Source: an optimization exercise on an open RTL-to-GDS flow (aim: small area, a short achievable clock period and few clock cycles). Production flows keep margins and buffers that such runs may drop. Function was checked by simulation only, so behaviour that the tests miss may differ from the original. Power is estimated from default activity; no workload was simulated.

==> v8 <==
## scrb_line
module scrb_line (
    input  wire        clk,
    input  wire        rst,         
    input  wire        cmd_valid,
    output wire        cmd_ready,
    input  wire [15:0] cmd_x1,      
    input  wire [15:0] cmd_y1,      
    input  wire [15:0] cmd_x2,      
    input  wire [15:0] cmd_y2,      
    input  wire [7:0]  cmd_width,   
    input  wire [10:0] cmd_w,       
    input  wire [10:0] cmd_h,       
    output wire        px_valid,
    input  wire        px_ready,
    output wire [9:0]  px_x,
    output wire [9:0]  px_y,
    output wire        done
);
    function [8:0] isqrt_hi;
        input [7:0] v;
        reg [1:0] x0;  reg       g0;  reg [1:0] m0;
        reg [3:0] x1;  reg [2:0] t1;  reg [2:0] m1;
        reg [4:0] x2;  reg [3:0] t2;  reg [3:0] m2;
        reg [5:0] x3;  reg [4:0] t3;  reg [4:0] m3;
        reg [3:0] rt;
        begin
            x0 = v[7:6];
            g0 = (x0 != 2'd0);
            m0 = x0 - {1'b0, g0};
            rt = {3'd0, g0};
            x1 = {m0, v[5:4]};
            t1 = {rt[0], 2'b01};
            if (x1 >= {1'b0, t1}) begin m1 = x1 - {1'b0, t1}; rt = {rt[2:0], 1'b1}; end
  ...
clock: 11.0 ns
lec_check: 0
cap_margin: 20
core_margin: 2
core_utilization: 40
place_density: 0.5
slew_margin: 20
run.sh (not shown) runs the stock make flow with config.mk's settings and CLKGATE_MAP_FILE= SYNTH_SCRIPT=/design/flow/synth_recipe.tcl, a recipe that flattens the netlist after the stock synthesis.
==> inputs of v22, as changes to v8 <==
--- a/flow/design.v
+++ b/flow/design.v
@@ -62,14 +62,49 @@
             else                  begin m5 = x5[6:0];          rt = {rt[5:0], 1'b0}; end
             x6 = {m5, v[1:0]};
             t6 = {rt[5:0], 2'b01};
             rt = {rt[5:0], (x6 >= {1'b0, t6})};
             isqrt_lo = rt;
         end
     endfunction
+    function [6:0] isqrt_hi3;
+        input [5:0] v;
+        reg [1:0] x0;  reg       g0;  reg [1:0] m0;
+        reg [3:0] x1;  reg [2:0] t1;  reg [2:0] m1;
+        reg [4:0] x2;  reg [3:0] t2;  reg [3:0] m2;
+        reg [2:0] rt;
+        begin
+            x0 = v[5:4];
+            g0 = (x0 != 2'd0);
+            m0 = x0 - {1'b0, g0};
+            rt = {2'd0, g0};
+            x1 = {m0, v[3:2]};
+            t1 = {rt[0], 2'b01};
+            if (x1 >= {1'b0, t1}) begin m1 = x1 - {1'b0, t1}; rt = {rt[1:0], 1'b1}; end
+            else                  begin m1 = x1[2:0];          rt = {rt[1:0], 1'b0}; end
+            x2 = {m1, v[1:0]};
+            t2 = {rt[1:0], 2'b01};
+            if (x2 >= {1'b0, t2}) begin m2 = x2 - {1'b0, t2}; rt = {rt[1:0], 1'b1}; end
+            else                  begin m2 = x2[3:0];          rt = {rt[1:0], 1'b0}; end
+            isqrt_hi3 = {m2, rt};
+        end
+    endfunction
+    function [6:0] isqrt_lo4;
+        input [6:0] s;
+        input [7:0] v;
+        reg [5:0] x3;  reg [4:0] t3;  reg [4:0] m3;
+        reg [3:0] rt;
+        begin
+            x3 = {s[6:3], v[7:6]};
+            t3 = {s[2:0], 2'b01};
+            if (x3 >= {1'b0, t3}) begin m3 = x3 - {1'b0, t3}; rt = {s[2:0], 1'b1}; end
+            else                  begin m3 = x3[4:0];          rt = {s[2:0], 1'b0}; end
+            isqrt_lo4 = isqrt_lo({m3, rt}, v[5:0]);
+        end
+    endfunction
     reg       setup;               
     reg [2:0] step;
     reg       run;
     reg        [7:0]  width;
     reg        [9:0]  bw1, bh1;    
     reg        [16:0] dx;
     reg        [17:0] dy;
@@ -92,21 +127,21 @@
     reg signed [8:0]  soj;
     reg signed [14:0] st;
     reg        [16:0] sn;
     reg signed [16:0] rowy;
     reg               rowvis;
     reg               pa_pv, pa_eor, pa_z, pa_bv;
     reg signed [11:0] pa_px;
-    reg        [8:0]  pa_sa, pa_sb;
-    reg        [5:0]  pa_va, pa_vb;
+    reg        [8:0]  pa_sa;
+    reg        [5:0]  pa_va;
+    reg        [6:0]  pa_sb;
+    reg        [7:0]  pa_vb;
     reg               pb_pv, pb_eor, pb_z, pb_bv;
     reg signed [11:0] pb_px;
     reg        [6:0]  pb_a, pb_b;
-    reg               pc_pv, pc_eor;
-    reg signed [11:0] pc_l, pc_h, pc_hl, pc_hh;
     reg signed [11:0] ac_lo, ac_hi, ac_hl, ac_hh;    
     reg               rb_v;
     reg signed [11:0] rb_lo, rb_hi, rb_hl, rb_hh;
     reg               e_v, e2_v, e_first;
     reg        [9:0]  e_x, e_end, e_y, e2_s, e2_e;
     reg        [19:0] sa, sb;
     reg               sc;
@@ -122,24 +157,23 @@
             3'd4: begin sa = {3'd0, dx}; sb = ~{3'd0, dy[16:0]}; sc = 1'b1; end
             3'd5: begin sa = wd; sb = xmaj ? ~{3'd0, dy[16:0]} : {3'd0, dx}; sc = xmaj; end
             3'd6: begin sa = {{3{rowy[16]}}, rowy}; sb = sy ? {{11{snr[8]}}, snr} : {13'd0, rh}; end
             default: begin sa = {10'd0, bh1}; sb = ~{{3{rowy[16]}}, rowy}; sc = 1'b1; end
         endcase
     end
     wire        [19:0] su   = sa + sb + {19'd0, sc};
-    wire               su_pos = !su[19] && (su != 20'd0);
     wire y0_lo = rowy[16];
     wire y0_hi = su[19];
     wire signed [8:0]  srh  = $signed({2'b0, rh});
     wire rel    = (woj >= snr) && (woj <= srh);
     wire capc   = sy ? (woj < srh) : (woj > snr);
     wire cap_now = capc && !cap;
     wire last_pt = (wn == 17'd0);
     wire rowend = !rel || last_pt || (!rowvis && capc);
-    wire eor_busy = pa_eor || pb_eor || pc_eor || rb_v;
+    wire eor_busy = pa_eor || pb_eor || rb_v;
     wire wstall = rowend && rowvis && eor_busy;
     wire wgo    = run && wact && !wstall;
     wire dec   = xmaj ? wd[19] : (!wd[19] && (wd != 20'sd0));
     wire stepx = xmaj || dec;
     wire stepy = !xmaj || dec;
     wire               kinv = xmaj && !dec;
     wire        [19:0] k0   = {2'd0, dx, 1'b0};
@@ -156,21 +190,25 @@
     wire nrow_past = rowvis && (sy ? (rowy == $signed({7'd0, bh1})) : (rowy == 17'sd0));
     wire nrow_vis  = rowvis ? !nrow_past : (sy ? (nrowy == 17'sd0) : (nrowy == $signed({7'd0, bh1})));
     wire px_low  = wpx[17] && !(&wpx[16:9]);
     wire px_high = !wpx[17] && ((|wpx[16:11]) || (&wpx[10:9]));
     wire signed [11:0] px_sat = px_low ? -12'sd512 : px_high ? 12'sd1535 : wpx[11:0];
     wire signed [14:0] wu   = wt - $signed({6'd0, kin});                              
     wire        [6:0]  a_pb = isqrt_lo(pa_sa, pa_va);
-    wire        [6:0]  b_pb = isqrt_lo(pa_sb, pa_vb);
+    wire        [6:0]  b_pb = isqrt_lo4(pa_sb, pa_vb);
     wire        [6:0]  ar   = (pb_z && pb_a != 7'd0) ? pb_a - 7'd1 : pb_a;
     wire signed [11:0] sbw1 = $signed({2'd0, bw1});
     wire signed [11:0] q_l  = pb_px - $signed({5'd0, pb_a});
     wire signed [11:0] q_h  = pb_px + $signed({5'd0, ar});
     wire signed [11:0] q_hl = pb_px + $signed({5'b11111, ~pb_b});     
     wire signed [11:0] q_hh = pb_px + $signed({5'd0, pb_b}) + 12'sd1;
+    wire signed [11:0] pc_l  = !pb_pv ?  12'sd2047 : q_l;
+    wire signed [11:0] pc_h  = !pb_pv ? -12'sd2048 : q_h;
+    wire signed [11:0] pc_hl = !pb_pv ? -12'sd2048 : pb_bv ? q_hl :  12'sd2047;
+    wire signed [11:0] pc_hh = !pb_pv ?  12'sd2047 : pb_bv ? q_hh : -12'sd2048;
     wire signed [11:0] n_lo = (ac_lo < pc_l)  ? ac_lo : pc_l;
     wire signed [11:0] n_hi = (ac_hi > pc_h)  ? ac_hi : pc_h;
     wire signed [11:0] n_hl = (ac_hl > pc_hl) ? ac_hl : pc_hl;
     wire signed [11:0] n_hh = (ac_hh < pc_hh) ? ac_hh : pc_hh;
     wire hole  = rb_hl + 12'sd2 <= rb_hh;
     wire o_hl  = rb_hl > sbw1;
     wire o_hi  = rb_hi > sbw1;
@@ -181,15 +219,15 @@
     wire [9:0] s2s = rb_hh[11] ? 10'd0 : rb_hh[9:0];
     wire [9:0] s2e = o_hi ? bw1 : rb_hi[9:0];
     wire v1    = i_lo && !(hole ? rb_hl[11] : rb_hi[11]);
     wire v2    = hole && i_hh && !rb_hi[11];
     wire fire     = e_v && px_ready;
     wire seg_over = !e_v || (fire && (e_x == e_end));
     wire take_rb  = seg_over && !e2_v && rb_v;
-    wire all_empty = !wact && !pa_pv && !pa_eor && !pb_pv && !pb_eor && !pc_pv && !pc_eor &&
+    wire all_empty = !wact && !pa_pv && !pa_eor && !pb_pv && !pb_eor &&
                      !rb_v && !e_v && !e2_v;
     wire fin = run && all_empty;
     assign cmd_ready = (!setup && !run) || fin;
     assign done      = fin;
     assign px_valid  = e_v;
     assign px_x      = e_x;
     assign px_y      = e_y;
@@ -204,17 +242,17 @@
             bh1   <= cmd_h[9:0] - 10'd1;
         end
         if (setup) begin
             snr <= -$signed({2'b0, r});
             rh  <= (r == 7'd0) ? 7'd0 : r - 7'd1;
             kin <= {r, 2'b00} - 9'd3;
             case (step)
-                3'd0: begin dx <= su[16:0]; sx <= su_pos; end
-                3'd1: begin dy <= su[17:0]; sy <= su_pos; end
-                3'd2: dx <= su[16:0];
+                3'd0: dx <= su[16:0];
+                3'd1: dy <= su[17:0];
+                3'd2: begin dx <= su[16:0]; sx <= !dx[16] && (dx != 17'd0); sy <= !dy[16] && (dy[16:0] != 17'd0); end
                 3'd3: begin
                     dy      <= {1'b0, su[16:0]};
                     noinner <= ((dx == 17'd0) && (dy[16:0] == 17'd0)) || (r < 7'd3);
                 end
                 3'd4: begin wd <= su; xmaj <= !su[19]; end
                 3'd5: begin
                     wd <= su;
@@ -266,37 +304,33 @@
                 wd <= nd;
                 wn <= wn - 17'd1;
             end
         end
         pa_px <= px_sat;
         pa_sa <= isqrt_hi(wt[13:6]);
         pa_va <= wt[5:0];
-        pa_sb <= isqrt_hi(wu[13:6]);
-        pa_vb <= wu[5:0];
+        pa_sb <= isqrt_hi3(wu[13:8]);
+        pa_vb <= wu[7:0];
         pa_bv <= !noinner && !wu[14];
         pa_z  <= (woj == 9'sd0);
         pb_px <= pa_px;
         pb_a  <= a_pb;
         pb_b  <= b_pb;
         pb_bv <= pa_bv;
         pb_z  <= pa_z;
-        pc_l  <= (!pb_pv || rst) ?  12'sd2047 : q_l;
-        pc_h  <= (!pb_pv || rst) ? -12'sd2048 : q_h;
-        pc_hl <= (!pb_pv || rst) ? -12'sd2048 : pb_bv ? q_hl :  12'sd2047;
-        pc_hh <= (!pb_pv || rst) ?  12'sd2047 : pb_bv ? q_hh : -12'sd2048;
-        if (pc_eor) begin
+        if (pb_eor) begin
             rb_lo   <= n_lo;
             rb_hi   <= n_hi;
             rb_hl   <= n_hl;
             rb_hh   <= n_hh;
         end
-        ac_lo <= (pc_eor || rst) ?  12'sd2047 : n_lo;
-        ac_hi <= (pc_eor || rst) ? -12'sd2048 : n_hi;
-        ac_hl <= (pc_eor || rst) ? -12'sd2048 : n_hl;
-        ac_hh <= (pc_eor || rst) ?  12'sd2047 : n_hh;
+        ac_lo <= (pb_eor || rst) ?  12'sd2047 : n_lo;
+        ac_hi <= (pb_eor || rst) ? -12'sd2048 : n_hi;
+        ac_hl <= (pb_eor || rst) ? -12'sd2048 : n_hl;
+        ac_hh <= (pb_eor || rst) ?  12'sd2047 : n_hh;
         if (seg_over) begin
             if (e2_v) begin
                 e_x   <= e2_s;
                 e_end <= e2_e;
             end else begin
                 e_x   <= v1 ? s1s : s2s;
                 e_end <= v1 ? s1e : s2e;
@@ -315,16 +349,14 @@
             step    <= 3'd0;
             run     <= 1'b0;
             wact    <= 1'b0;
             pa_pv   <= 1'b0;
             pa_eor  <= 1'b0;
             pb_pv   <= 1'b0;
             pb_eor  <= 1'b0;
-            pc_pv   <= 1'b0;
-            pc_eor  <= 1'b0;
             rb_v    <= 1'b0;
             e_v     <= 1'b0;
             e2_v    <= 1'b0;
         end else begin
             if (cmd_valid && cmd_ready) setup <= 1'b1;
             if (setup) step <= step + 3'd1;
             if (setup && step == 3'd7) begin
@@ -335,16 +367,15 @@
                 run  <= 1'b0;
             end
             if (wgo && rowend && (!(cap || cap_now) || nrow_past))
                 wact <= 1'b0;
             pa_pv   <= wgo && rel && rowvis;
             pa_eor  <= wgo && rowend && rowvis;
             pb_pv   <= pa_pv;  pb_eor <= pa_eor;
-            pc_pv   <= pb_pv;  pc_eor <= pb_eor;
-            if (pc_eor) rb_v <= 1'b1;
+            if (pb_eor) rb_v <= 1'b1;
             else if (take_rb) rb_v <= 1'b0;
             if (seg_over) begin
                 if (e2_v) begin
                     e_v  <= 1'b1;
                     e2_v <= 1'b0;
                 end else begin
                     e_v  <= rb_v && (v1 || v2);
- PLACE_DENSITY: 0.5 -> 0.6
- SETUP_SLACK_MARGIN: default -> 5
==> inputs of v11, as changes to v8 <==
- PLACE_DENSITY: 0.5 -> 0.6
==> qor summary <==
Proportion of netlist area held by the largest area contributor: v11 19.31%; v22 20.06%; v8 19.31%
Cell area after synthesis: v11 37330 um^2; v22 35920 um^2; v8 37330 um^2
Max layer used: v11 met4; v22 met5; v8 met4
Buffers, non-clock: v11 168; v22 167; v8 168
Gate count after technology mapping: v11 4218; v22 4108; v8 4218
Global-route usage over all layers: v11 23.62%; v22 23.57%; v8 24.97%
Critical path destination: v11 sx; v22 pb_b[0]; v8 sy
Post-synthesis share of cell area spent on full adders, half adders and majority gates: v11 11.99%; v22 12.46%; v8 11.99%
Count of clock-net buffers in the final layout: v11 95; v22 69; v8 92
#FFs+latches synth: v11 549; v22 499; v8 549
Slew @ Worst Pin: v11 1.129 ns; v22 1.069 ns; v8 1.164 ns
Number of tap cells added at floorplan: v11 1254; v22 1165; v8 1254
Worst Hold Path EP: v11 pb_px[8]; v22 pb_bv; v8 pb_px[1]
Cell depth of the worst flop-to-flop path: v11 19; v22 28; v8 19
Hold Startpoint: v11 pa_px[8]; v22 pa_bv; v8 pa_px[1]
TritonCTS sink count: v11 549; v22 499; v8 549
Multi-Input Combinational: v11 3186; v22 3154; v8 3186
Run status: v11 finished clean; v22 finished clean; v8 finished clean
DP Cell Count: v11 5410; v22 5208; v8 5410
Final clock period utilization by the worst path: v11 60.64%; v22 53.46%; v8 60.83%
Sequential power: v11 2770 uW; v22 2520 uW; v8 2800 uW
Post-route cell area: v11 41930 um^2; v22 40470 um^2; v8 42020 um^2
Switching power as a share of total power: v11 40.02%; v22 41.11%; v8 40.34%
Cell area after placement: v11 39690 um^2; v22 38050 um^2; v8 39700 um^2
Cell area power density: v11 211.6 nW/um^2; v22 218.3 nW/um^2; v8 215.5 nW/um^2
Mean area per synthesized cell: v11 8.850 um^2; v22 8.744 um^2; v8 8.850 um^2
Layout Utilization: v11 45.13%; v22 45.66%; v8 45.23%
Testbench counts of v8, summed over its fixed seeds: cycles 393,043.
Testbench counts of v22, summed over its fixed seeds: cycles 391,041.
Testbench counts of v11, summed over its fixed seeds: cycles 393,043.

[re-timing with driven ports]
Ports are ideal in the flow. The routed layouts listed here were re-timed in OpenROAD. Step 1: set_driving_cell puts a clkbuf_16 on clk and a buf_2 on each other input, an assumption about the parent block. Step 2 adds t to the input delays and takes it off the output delays; t is the mean of the earliest and latest rising clock arrival at the registers after step 1. Input paths then give back, and output paths get back, about the clock's delay inside the block. Slacks: ideal ports / drivers / drivers and shift; pairs: ideal ports / drivers.
run	t, ns	setup slack, ns	worst data-port slew with drivers (ns)
v8	0.705	4.308 / 4.308 / 4.308	0.07
v22	0.692	5.119 / 5.119 / 5.119	0.06
v11	0.675	4.329 / 4.329 / 4.329	0.15
After both steps setup and hold are still met in every run listed.
